From an optimization exercise on the open Yosys and OpenROAD flow, aimed at small area, a short achievable clock period and few clock cycles per item; shortcuts taken in it are not production practice.
Only simulation tests tie the RTL to the original design; equivalence was not proved.

Setup of raven:
// dither_stream
module dither_stream (
    input  wire        clk,
    input  wire        rst,
    input  wire        start,
    input  wire        mode,
    input  wire [6:0]  width,
    input  wire [15:0] height,
    output reg         busy,
    input  wire        in_valid,
    output wire        in_ready,
    input  wire [7:0]  in_r,
    input  wire [7:0]  in_g,
    input  wire [7:0]  in_b,
    input  wire [7:0]  in_a,
    output reg         out_valid,
    input  wire        out_ready,
    output wire [7:0]  out_r,
    output wire [7:0]  out_g,
    output wire [7:0]  out_b,
    output wire [7:0]  out_a
);
    integer i;
    reg        mode_r;
    reg [6:0]  w_r;
    reg        w_is1, w_is2, w_is3, w_is4, w_ge3;
    reg        sg28, sg16, sg8, sg4, sg2, sg1;    
    wire [6:0] wm1 = w_r - 7'd1;
    wire [6:0] wm2 = w_r - 7'd2;
    wire [6:0] dl  = (w_r >= 7'd5) ? w_r - 7'd5 : 7'd0;
    wire       dl28 = (dl >= 7'd28);
    wire [6:0] dlr = dl28 ? dl - 7'd28 : dl;
    wire       slow = (w_r < 7'd4);
    always @(posedge clk) begin
        if (!busy) begin
            mode_r <= mode;
            w_r    <= width;
        end
        w_is1 <= (w_r == 7'd1);
        w_is2 <= (w_r == 7'd2);
        w_is3 <= (w_r == 7'd3);
        w_is4 <= (w_r == 7'd4);
        w_ge3 <= (w_r >= 7'd3);
        sg28  <= dl28;
        sg16  <= dlr[4];
        sg8   <= dlr[3];
        sg4   <= dlr[2];
        sg2   <= dlr[1];
        sg1   <= dlr[0];
    end
    reg        in_ready_r;
    reg        in_done;
    reg        ir_v;        
    reg        r1_v;        
    reg        r2_v;        
    reg [2:0]  na;          
    reg [2:0]  nq;          
  ...
Size: about 3,500 cells after synthesis, about 940 flip-flops, roughly 47,000 µm² of cells after synthesis.
Settings: LEC_CHECK=0, CAP_MARGIN=20, CORE_MARGIN=2, CORE_UTILIZATION=40, SLEW_MARGIN=20; clock period 32.0 ns.
run.sh (not shown) runs the stock make flow with config.mk's settings and CLKGATE_MAP_FILE= SYNTH_SCRIPT=/design/flow/synth_recipe.tcl, a recipe that flattens the netlist after the stock synthesis.
Testbench counts of raven, summed over its fixed seeds: cycles 32,928, pixels 32,768.
Relative to raven, the following input files were edited for harbor:
==> flow/flow/run.sh (new file) <==
#!/bin/bash
# Layout flow: the standard synthesis and ORFS flow, with the timing
# repair steps (floorplan, CTS, global route) aiming for a setup slack of
# MARGIN ns instead of 0, so that they size and buffer the critical paths
# for a shorter period than the design's (the constraints are unchanged).
set -euo pipefail
W=$(pwd)
MARGIN=$(cat "$W/flow/margin.txt")
bash standard.sh synth > "$W/synth.log" 2>&1
make -C "$FLOW_HOME" DESIGN_CONFIG="$W/config.mk" WORK_HOME="$W/orfs" CLKGATE_MAP_FILE= \
    SYNTH_SCRIPT="$W/synth_recipe.tcl" SETUP_SLACK_MARGIN="$MARGIN" finish > "$W/layout.log" 2>&1
bash standard.sh finish > "$W/final_def.log" 2>&1
==> flow/flow/margin.txt (new file) <==
24
==> flow/standard.sh (new file) <==
#!/bin/bash
# synth_recipe.tcl (not shown) runs the flow's synth.tcl, then flattens the netlist and writes it again
# the make line also repeats each setting of config.mk as NAME=value (left out here)
make -C /OpenROAD-flow-scripts/flow DESIGN_CONFIG=/design/flow/config.mk WORK_HOME=/design/flow/orfs CLKGATE_MAP_FILE= SYNTH_SCRIPT=/design/flow/synth_recipe.tcl "${@:-finish}"
removed: flow/run.sh
harbor completed; timing, DRC and antenna clean. Looking only at cell count, and setting everything else aside, the higher value of raven and harbor goes to harbor. Compared harbor vs raven, and first-iteration DRC count is down in harbor. From raven to harbor the numbers moved as follows: data arrival at the endpoint of the critical path shrank by 2.04 ns, number of CTS-inserted buffers decreased about 1.1%, largest fanout of any net on the critical path shows an increase of 9.
Modified inputs, fjord compared to harbor
==> flow/flow/margin.txt <==
22
==> comparison <==
Setup WNS harbor -> fjord: worse
Diff fjord and harbor: final area lower in fjord
Transition time of the tightest slew-check pin (higher): harbor

static timing again, ports no longer ideal:
How much do the figures lean on ideal ports? The routed layouts below were timed once more, with nothing changed but the port constraints.
Step 1 assumes that a clkbuf_16 drives the clock port and a buf_2 every other input.
Step 2 also shifts input and output timing later by t, the mid clock arrival at the registers, as if the neighbouring blocks saw the same clock.
Three values: ideal, step 1, step 2; two values: the first two.
run	t (ns)	setup WS [ns]	hold WS [ns]
raven	0.718	20.506 / 20.506 / 20.506	0.326 / 0.326 / 0.326
harbor	0.712	22.556 / 22.556 / 22.556	0.327 / 0.327 / 0.327
fjord	0.717	22.325 / 22.325 / 22.325	0.327 / 0.327 / 0.327
After both steps setup and hold are still met in every run listed.
